What follows belongs to an exercise in optimizing a design on an open flow for small area; a production flow would make more cautious choices. Function not checked in this run: the RTL went through the layout flow alone.

`design/flow/run.sh`:
```
#!/bin/bash
# synth_recipe.tcl (not shown) runs the flow's synth.tcl, then flattens the netlist and writes it again
# the make line also repeats each setting of config.mk as NAME=value (left out here)
make -C /OpenROAD-flow-scripts/flow DESIGN_CONFIG=/design/flow/config.mk WORK_HOME=/design/flow/orfs CLKGATE_MAP_FILE= SYNTH_SCRIPT=/design/flow/synth_recipe.tcl finish
```
`design/flow/config.mk`:
```
export PLATFORM = sky130hd
export DESIGN_NAME = cmsp_tone
export DESIGN_NICKNAME = cmsp_tone
export VERILOG_FILES = /design/flow/design.v
export SDC_FILE = /design/flow/constraint.sdc
export NUM_CORES = 4
export LEC_CHECK = 0
export CAP_MARGIN = 20
export CORE_MARGIN = 2
export CORE_UTILIZATION = 40
export SLEW_MARGIN = 20
```
`design/flow/constraint.sdc`:
```
create_clock -name core_clock -period 1000.0 [get_ports {clk}]
set_input_delay 200.0000 -clock core_clock [delete_from_list [all_inputs] [get_ports {clk}]]
set_output_delay 200.0000 -clock core_clock [all_outputs]
set_load 0.01 [all_outputs]
```
`design/flow/design.v`:
```
module cmsp_tone (
    input  wire        clk,
    input  wire        rst_n,         
    input  wire        cmd_valid,
    output wire        cmd_ready,
    input  wire [31:0] cmd,
    input  wire [31:0] cmd_arg,       
    output wire        busy,          
    output wire [1:0]  seq_mode,      
    output wire        tone_out,      
    output wire        tone_en,       
    output wire [15:0] tone_freq,     
    output wire [31:0] tone_divider,  
    output wire [31:0] ovf_count,     
    output wire        seq_done,      
    output wire        cmd_err,       
    output wire [7:0]  err_code       
);
    localparam [31:0] CLOCK_RATE     = 32'd1000000;
    localparam [31:0] TOP            = 32'd99;
    localparam [31:0] DIV_MAX        = 32'd42949672;    
    localparam [31:0] MS_TICK_CYCLES = CLOCK_RATE / 1000;
    localparam integer MELODY_LEN    = 12;
    localparam [7:0] OP_NOP        = 8'h00;
    localparam [7:0] OP_TONE_ON    = 8'h10;
    localparam [7:0] OP_TONE_OFF   = 8'h11;
    localparam [7:0] OP_SET_FREQ   = 8'h12;
    localparam [7:0] OP_SET_NOTE   = 8'h13;
    localparam [7:0] OP_PLAY_NOTE  = 8'h14;
    localparam [7:0] OP_PLAY_MEL   = 8'h15;
    localparam [7:0] E_ILLEGAL_OPCODE = 8'h01;
    localparam [7:0] E_RESERVED_BITS  = 8'h02;
    localparam [7:0] E_BAD_FREQUENCY  = 8'h05;
    localparam [7:0] E_BAD_NOTE_INDEX = 8'h06;
    localparam [7:0] E_NO_FREQUENCY   = 8'h07;
    localparam [1:0] SEQ_NONE   = 2'd0;
    localparam [1:0] SEQ_NOTE   = 2'd1;
    localparam [1:0] SEQ_MELODY = 2'd2;
    function [15:0] note_hz(input [4:0] idx);
        case (idx)
            5'd0:  note_hz = 16'd262;
            5'd1:  note_hz = 16'd277;
            5'd2:  note_hz = 16'd294;
            5'd3:  note_hz = 16'd311;
            5'd4:  note_hz = 16'd330;
            5'd5:  note_hz = 16'd349;
            5'd6:  note_hz = 16'd370;
            5'd7:  note_hz = 16'd392;
            5'd8:  note_hz = 16'd415;
            5'd9:  note_hz = 16'd440;
            5'd10: note_hz = 16'd466;
            5'd11: note_hz = 16'd494;
            5'd12: note_hz = 16'd523;
            5'd13: note_hz = 16'd554;
            5'd14: note_hz = 16'd587;
            5'd15: note_hz = 16'd622;
            5'd16: note_hz = 16'd659;
            5'd17: note_hz = 16'd698;
            5'd18: note_hz = 16'd740;
            5'd19: note_hz = 16'd784;
            5'd20: note_hz = 16'd831;
            5'd21: note_hz = 16'd880;
            5'd22: note_hz = 16'd932;
            5'd23: note_hz = 16'd988;
            default: note_hz = 16'd0;
        endcase
    endfunction
    function [31:0] melody(input [5:0] step);
        case (step)
            6'd0:  melody = {16'd2, 16'd0};
            6'd1:  melody = {16'd1, 16'd4};
            6'd2:  melody = {16'd2, 16'd7};
            6'd3:  melody = {16'd0, 16'd12};
            6'd4:  melody = {16'd1, 16'd11};
            6'd5:  melody = {16'd3, 16'd9};
            6'd6:  melody = {16'd0, 16'd23};
            6'd7:  melody = {16'd0, 16'd21};
            6'd8:  melody = {16'd2, 16'd16};
            6'd9:  melody = {16'd1, 16'd19};
            6'd10: melody = {16'd2, 16'd14};
            6'd11: melody = {16'd0, 16'd0};
            default: melody = 32'd0;
        endcase
    endfunction
    reg        en_q, pin_q;
    reg [31:0] tcnt_q;
    reg [15:0] freq_q;
    reg [31:0] div_q;
    reg [31:0] ovf_q;
    reg [1:0]  mode_q;
    reg [5:0]  step_q;
    reg [31:0] remain_q;
    reg [9:0]  mscnt_q;
    reg        done_q, err_q;
    reg [7:0]  code_q;
    assign busy         = (mode_q != SEQ_NONE);
    assign cmd_ready    = ~busy;
    assign seq_mode     = mode_q;
    assign tone_out     = pin_q;
    assign tone_en      = en_q;
    assign tone_freq    = freq_q;
    assign tone_divider = div_q;
    assign ovf_count    = ovf_q;
    assign seq_done     = done_q;
    assign cmd_err      = err_q;
    assign err_code     = code_q;
    wire [7:0]  opcode = cmd[7:0];
    wire [7:0]  a8     = cmd[15:8];
    wire [15:0] imm16  = cmd[31:16];
    wire        accept = cmd_valid & cmd_ready;
    wire [6:0] mel_from = busy ? ({1'b0, step_q} + 7'd1) : 7'd0;
    localparam [5:0] MEL_LAST = MELODY_LEN - 1;
    reg        mel_found;
    reg [5:0]  mel_step;
    reg [15:0] mel_ms;
    reg [4:0]  mel_idx;
    reg [31:0] mel_entry;
    integer    s;
    always @(*) begin
        mel_found = 1'b0;
        mel_step  = MEL_LAST;
        mel_ms    = 16'd0;
        mel_entry = melody(MEL_LAST);
        mel_idx   = mel_entry[4:0];
        for (s = MELODY_LEN - 1; s >= 0; s = s - 1) begin
            mel_entry = melody(s[5:0]);
            if (s[6:0] >= mel_from && mel_entry[31:16] != 16'd0) begin
                mel_found = 1'b1;
                mel_step  = s[5:0];
                mel_ms    = mel_entry[31:16];
                mel_idx   = mel_entry[4:0];
            end
        end
    end
    wire mel_any = (mel_from <= {1'b0, MEL_LAST});
    reg [15:0] sel_hz;
    always @(*) begin
        if (busy || opcode == OP_PLAY_MEL)
            sel_hz = note_hz(mel_idx);
        else if (opcode == OP_SET_NOTE)
            sel_hz = note_hz(a8[4:0]);
        else
            sel_hz = imm16;
    end
    wire [31:0] t_val = ({16'd0, sel_hz} * (TOP + 32'd1)) >> 1;
    wire [31:0] d_raw = (t_val == 32'd0) ? DIV_MAX : (CLOCK_RATE / t_val);
    wire [31:0] sel_div = (d_raw > DIV_MAX) ? DIV_MAX :
                          (d_raw == 32'd0)  ? 32'd1   : d_raw;
    wire [31:0] period = div_q * (TOP + 32'd1);
    reg        en_n, pin_n;
    reg [31:0] tcnt_n;
    reg [15:0] freq_n;
    reg [31:0] div_n;
    reg [31:0] ovf_n;
    reg [1:0]  mode_n;
    reg [5:0]  step_n;
    reg [31:0] remain_n;
    reg [9:0]  mscnt_n;
    reg        done_n, err_n;
    reg [7:0]  code_n;
    always @(*) begin
        en_n     = en_q;
        pin_n    = pin_q;
        tcnt_n   = tcnt_q;
        freq_n   = freq_q;
        div_n    = div_q;
        ovf_n    = ovf_q;
        mode_n   = mode_q;
        step_n   = step_q;
        remain_n = remain_q;
        mscnt_n  = mscnt_q;
        done_n   = 1'b0;
        err_n    = 1'b0;
        code_n   = code_q;
        if (en_n) begin
            if (tcnt_n + 32'd1 == period) begin
                tcnt_n = 32'd0;
                pin_n  = ~pin_n;
                ovf_n  = ovf_n + 32'd1;
            end else begin
                tcnt_n = tcnt_n + 32'd1;
            end
        end
        if (mode_n != SEQ_NONE) begin
            if ({22'd0, mscnt_n} + 32'd1 == MS_TICK_CYCLES) begin
                mscnt_n  = 10'd0;
                remain_n = remain_n - 32'd1;
                if (remain_n == 32'd0) begin
                    en_n   = 1'b0;
                    pin_n  = 1'b0;
                    tcnt_n = 32'd0;
                    if (mode_n == SEQ_MELODY && mel_any) begin
                        freq_n = sel_hz;
                        div_n  = sel_div;
                    end
                    if (mode_n == SEQ_MELODY && mel_found) begin
                        step_n   = mel_step;
                        en_n     = 1'b1;
                        remain_n = {16'd0, mel_ms};
                    end else begin
                        mode_n   = SEQ_NONE;
                        remain_n = 32'd0;
                        done_n   = 1'b1;
                    end
                end
            end else begin
                mscnt_n = mscnt_n + 10'd1;
            end
        end
        if (accept) begin
            case (opcode)
                OP_NOP: begin
                    if (cmd[31:8] != 24'd0) begin
                        err_n = 1'b1; code_n = E_RESERVED_BITS;
                    end
                end
                OP_TONE_ON: begin
                    if (cmd[31:8] != 24'd0) begin
                        err_n = 1'b1; code_n = E_RESERVED_BITS;
                    end else if (div_n == 32'd0) begin
                        err_n = 1'b1; code_n = E_NO_FREQUENCY;
                    end else if (!en_n) begin
                        en_n   = 1'b1;
                        tcnt_n = 32'd0;
                    end
                end
                OP_TONE_OFF: begin
                    if (cmd[31:8] != 24'd0) begin
                        err_n = 1'b1; code_n = E_RESERVED_BITS;
                    end else begin
                        en_n   = 1'b0;
                        pin_n  = 1'b0;
                        tcnt_n = 32'd0;
                    end
                end
                OP_SET_FREQ: begin
                    if (a8 != 8'd0) begin
                        err_n = 1'b1; code_n = E_RESERVED_BITS;
                    end else if (imm16 == 16'd0) begin
                        err_n = 1'b1; code_n = E_BAD_FREQUENCY;
                    end else begin
                        freq_n = sel_hz;
                        div_n  = sel_div;
                        if (en_n) tcnt_n = 32'd0;
                    end
                end
                OP_SET_NOTE: begin
                    if (imm16 != 16'd0) begin
                        err_n = 1'b1; code_n = E_RESERVED_BITS;
                    end else if (a8 >= 8'd24) begin
                        err_n = 1'b1; code_n = E_BAD_NOTE_INDEX;
                    end else begin
                        freq_n = sel_hz;
                        div_n  = sel_div;
                        if (en_n) tcnt_n = 32'd0;
                    end
                end
                OP_PLAY_NOTE: begin
                    if (a8 != 8'd0) begin
                        err_n = 1'b1; code_n = E_RESERVED_BITS;
                    end else if (imm16 == 16'd0) begin
                        err_n = 1'b1; code_n = E_BAD_FREQUENCY;
                    end else begin
                        freq_n = sel_hz;
                        div_n  = sel_div;
                        tcnt_n = 32'd0;
                        mscnt_n = 10'd0;
                        if (cmd_arg == 32'd0) begin
                            en_n   = 1'b0;
                            pin_n  = 1'b0;
                            done_n = 1'b1;
                        end else begin
                            en_n     = 1'b1;
                            mode_n   = SEQ_NOTE;
                            remain_n = cmd_arg;
                        end
                    end
                end
                OP_PLAY_MEL: begin
                    if (cmd[31:8] != 24'd0) begin
                        err_n = 1'b1; code_n = E_RESERVED_BITS;
                    end else begin
                        freq_n  = sel_hz;
                        div_n   = sel_div;
                        tcnt_n  = 32'd0;
                        mscnt_n = 10'd0;
                        if (mel_found) begin
                            en_n     = 1'b1;
                            mode_n   = SEQ_MELODY;
                            step_n   = mel_step;
                            remain_n = {16'd0, mel_ms};
                        end else begin
                            en_n   = 1'b0;
                            pin_n  = 1'b0;
                            done_n = 1'b1;
                        end
                    end
                end
                default: begin
                    err_n = 1'b1; code_n = E_ILLEGAL_OPCODE;
                end
            endcase
        end
    end
    always @(posedge clk) begin
        if (!rst_n) begin
            en_q     <= 1'b0;
            pin_q    <= 1'b0;
            tcnt_q   <= 32'd0;
            freq_q   <= 16'd0;
            div_q    <= 32'd0;
            ovf_q    <= 32'd0;
            mode_q   <= SEQ_NONE;
            step_q   <= 6'd0;
            remain_q <= 32'd0;
            mscnt_q  <= 10'd0;
            done_q   <= 1'b0;
            err_q    <= 1'b0;
            code_q   <= 8'd0;
        end else begin
            en_q     <= en_n;
            pin_q    <= pin_n;
            tcnt_q   <= tcnt_n;
            freq_q   <= freq_n;
            div_q    <= div_n;
            ovf_q    <= ovf_n;
            mode_q   <= mode_n;
            step_q   <= step_n;
            remain_q <= remain_n;
            mscnt_q  <= mscnt_n;
            done_q   <= done_n;
            err_q    <= err_n;
            code_q   <= code_n;
        end
    end
endmodule
```
==> reports/metrics.cfg <==
[place]
pre_cts_slack_ns=706.36
placed_area_sq_mm=0.0450
gp_congestion=0.998
dpl.hpwl_um=122000
io_buffers=157

[clock_tree]
cts_resized=0
clkTransAtPathRegs_ns=0.08
clkSinkCount=169
h-tree-depth=4
cts_buffer_depth=2
cts_tree=done
cts_root_buf=clkbuf_16
cts_hold_buf=0
postCtsSetupRepairBufs=0
clock_latency_ns=0.49
cts_buffers=17

[worst_setup_path]
worstPathArrival_ns=296.20
critical-path-top-delay-family=compound AO/OA/AOI/OAI gates
start_kind=primary input
cp_num_buf_inv=17
cp_max_fo=44
crit_top_cell=a21oi_1
max_stage_delay_ns=0.97
crit_type=primary input to flop
cp-end-kind=flop
slowest_stage=nor3_1
required_ns=1000.40

[floorplan]
fp.coreArea_sq_mm=0.104
num_rows=118
die_x_um=328
initial_core_util=0.404
io_pins=163
die_h_um=328
dieArea_sq_mm=0.108

[finish]
fin_util=0.440
mostFrequentLayoutCells=nor2_1, ha_1, nand2_1
multiInputGateArea_sq_mm=0.0366
nNetsFinal=6698
drive_above_1_share=0.0648
area_growth_pct=8.78
layout_commonest_cell=nor2_1
seqCellArea_sq_mm=0.00338
fin_area_sq_mm=0.0457
n_antenna_cell=0
fillers=10700

[sta]
max_freq_ghz=0.00338
setup_violations=0
setup_tns_ns=0
post-route-period-util=0.296
grt_setup_unrepaired=no
skew_ns=0.0124
slew_violations=0
final-hold-violation-count=0
worst_slack_ns=704.20
fin_crit_ns=295.80
slew_headroom=0.235
worstMarginPinSlew_ns=1.14

[drt]
drcViolationCount=0
drt_iter0_drc=4178
via_per_inst=6.14
postRouteAntennaNets=0
wirelength_um=156000
wl_per_cell_um=21.0
drtPass1Iterations=6
vias=45600

[logic_synthesis]
async_flop_share=0
syn_area_sq_mm=0.0420
avgSynthCellArea_sq_um=7.00
synth_cells=6000
synth-main-ff-cell=dfxtp_1
synth_edf_count=0
yosysSeqAreaShare=0.0806
synth_cell_type_count=124
yosys_warnings=1
synth-seq-cells=169

[grt]
overflow=0
grt_first_pass_wirelength_um=240000
grt_max_degree=69
track_usage=0.279
grt_pass1_vias=41800
antenna_found_initial=1

[run_status]
status=timing/DRC/antenna clean

[worst_hold_path]
hp-class=flop to flop

[job]
cap_violations=0

-- final cells by class --
| type | instances | area share |
|---|---|---|
| Clock inverter | 13 | 0.00356 |
| Clock buffer | 19 | 0.00992 |
| Multi-Input combinational cell | 5285 | 0.802 |
| Tap cell | 1380 | 0.0378 |
| Inverter | 338 | 0.0278 |
| Sequential cell | 169 | 0.0741 |
| Timing Repair Buffer | 223 | 0.0452 |
-- synthesized netlist by cell type (all sizes together) (77+ instances only) --
master,instances,area share
nor2,576,0.052
ha,562,0.17
nand2,530,0.048
a21oi,517,0.063
o21ai,476,0.057
inv,336,0.030
xnor2,264,0.055
nor3,222,0.031
a21o,209,0.037
dfxtp,169,0.081
clkbuf,155,0.014
nand3,148,0.018
xor2,141,0.029
nand2b,121,0.018
o21a,115,0.021
mux2,89,0.024
nor2b,89,0.013
o31ai,84,0.016
and3,77,0.012
-- worst paths after layout --
check / cells after the start / end / slack (ns) / start
min: 2 / freq_q[8] / 0.48 / freq_q[8]
max reg2reg: 391 / tcnt_q[6] / 902.09 / step_q[0]
min reg2reg: 2 / freq_q[8] / 0.48 / freq_q[8]
max: 388 / tcnt_q[6] / 704.20 / cmd[3]
-- metrics by stage --
| step | instances | hold WS [ns] |
|---|---|---|
| 4_1_cts | 7427 | 0.480 |
| 3_5_place_dp | 7395 | 0.469 |
| 6_report | 7427 | 0.475 |
| 3_3_place_gp | 7395 | 0.455 |
| 5_1_grt | 7427 | 0.521 |
| 2_1_floorplan | 6005 | 0.457 |
-- tightest hold or removal path, stage by stage (launching register included) --
cell,delay [ns]
dfxtp_1,0.31
nand2_1,0.05
a21boi_0,0.07
-- registers in the layout, indices dropped and copies added, names as in the netlist, 3 cells and up --
register,cells
code_q,3
div_q,32
freq_q,16
mscnt_q,10
ovf_q,32
remain_q,32
step_q,6
tcnt_q,32
-- metal layers --
layer  GRT usage  vias up  part of all wire
li1            -    22100                 -
met1       0.387    21500              0.45
met3      0.0327      305             0.074
met2       0.444     1718              0.44
met4      0.0942        0             0.035
met5           0        -                 0
-- logic make-up after synthesis --
group,synth area share
compound gates,0.300
flops,0.0806
xor+xnor,0.0847
fa+ha+maj,0.184
buf+inv,0.0520
other cells,0.0000893
simple gates,0.266
mux,0.0326

[afterwards: timing with drivers on the ports]
How much do the figures lean on ideal ports? The routed layout below was timed once more, with nothing changed but the port constraints. Step 1 sets driving cells, clkbuf_16 on the clock port and buf_2 on the other inputs (assumed; they add their load-dependent delay and slew). Step 2 also shifts input and output timing later by t, the mid clock arrival at the registers, as if the neighbouring blocks saw the same clock. Slacks: ideal ports / drivers / drivers and shift; pairs: ideal ports / drivers.
t, ns: 0.538
setup WS [ns]: 704.204 / 704.235 / 703.697
slew at the worst register clock pin (ns): 0.08 / 0.08
After both steps setup and hold are still met in this run. The setup slack of this run moves by +0.031 ns with the drivers and by -0.507 ns with both steps.
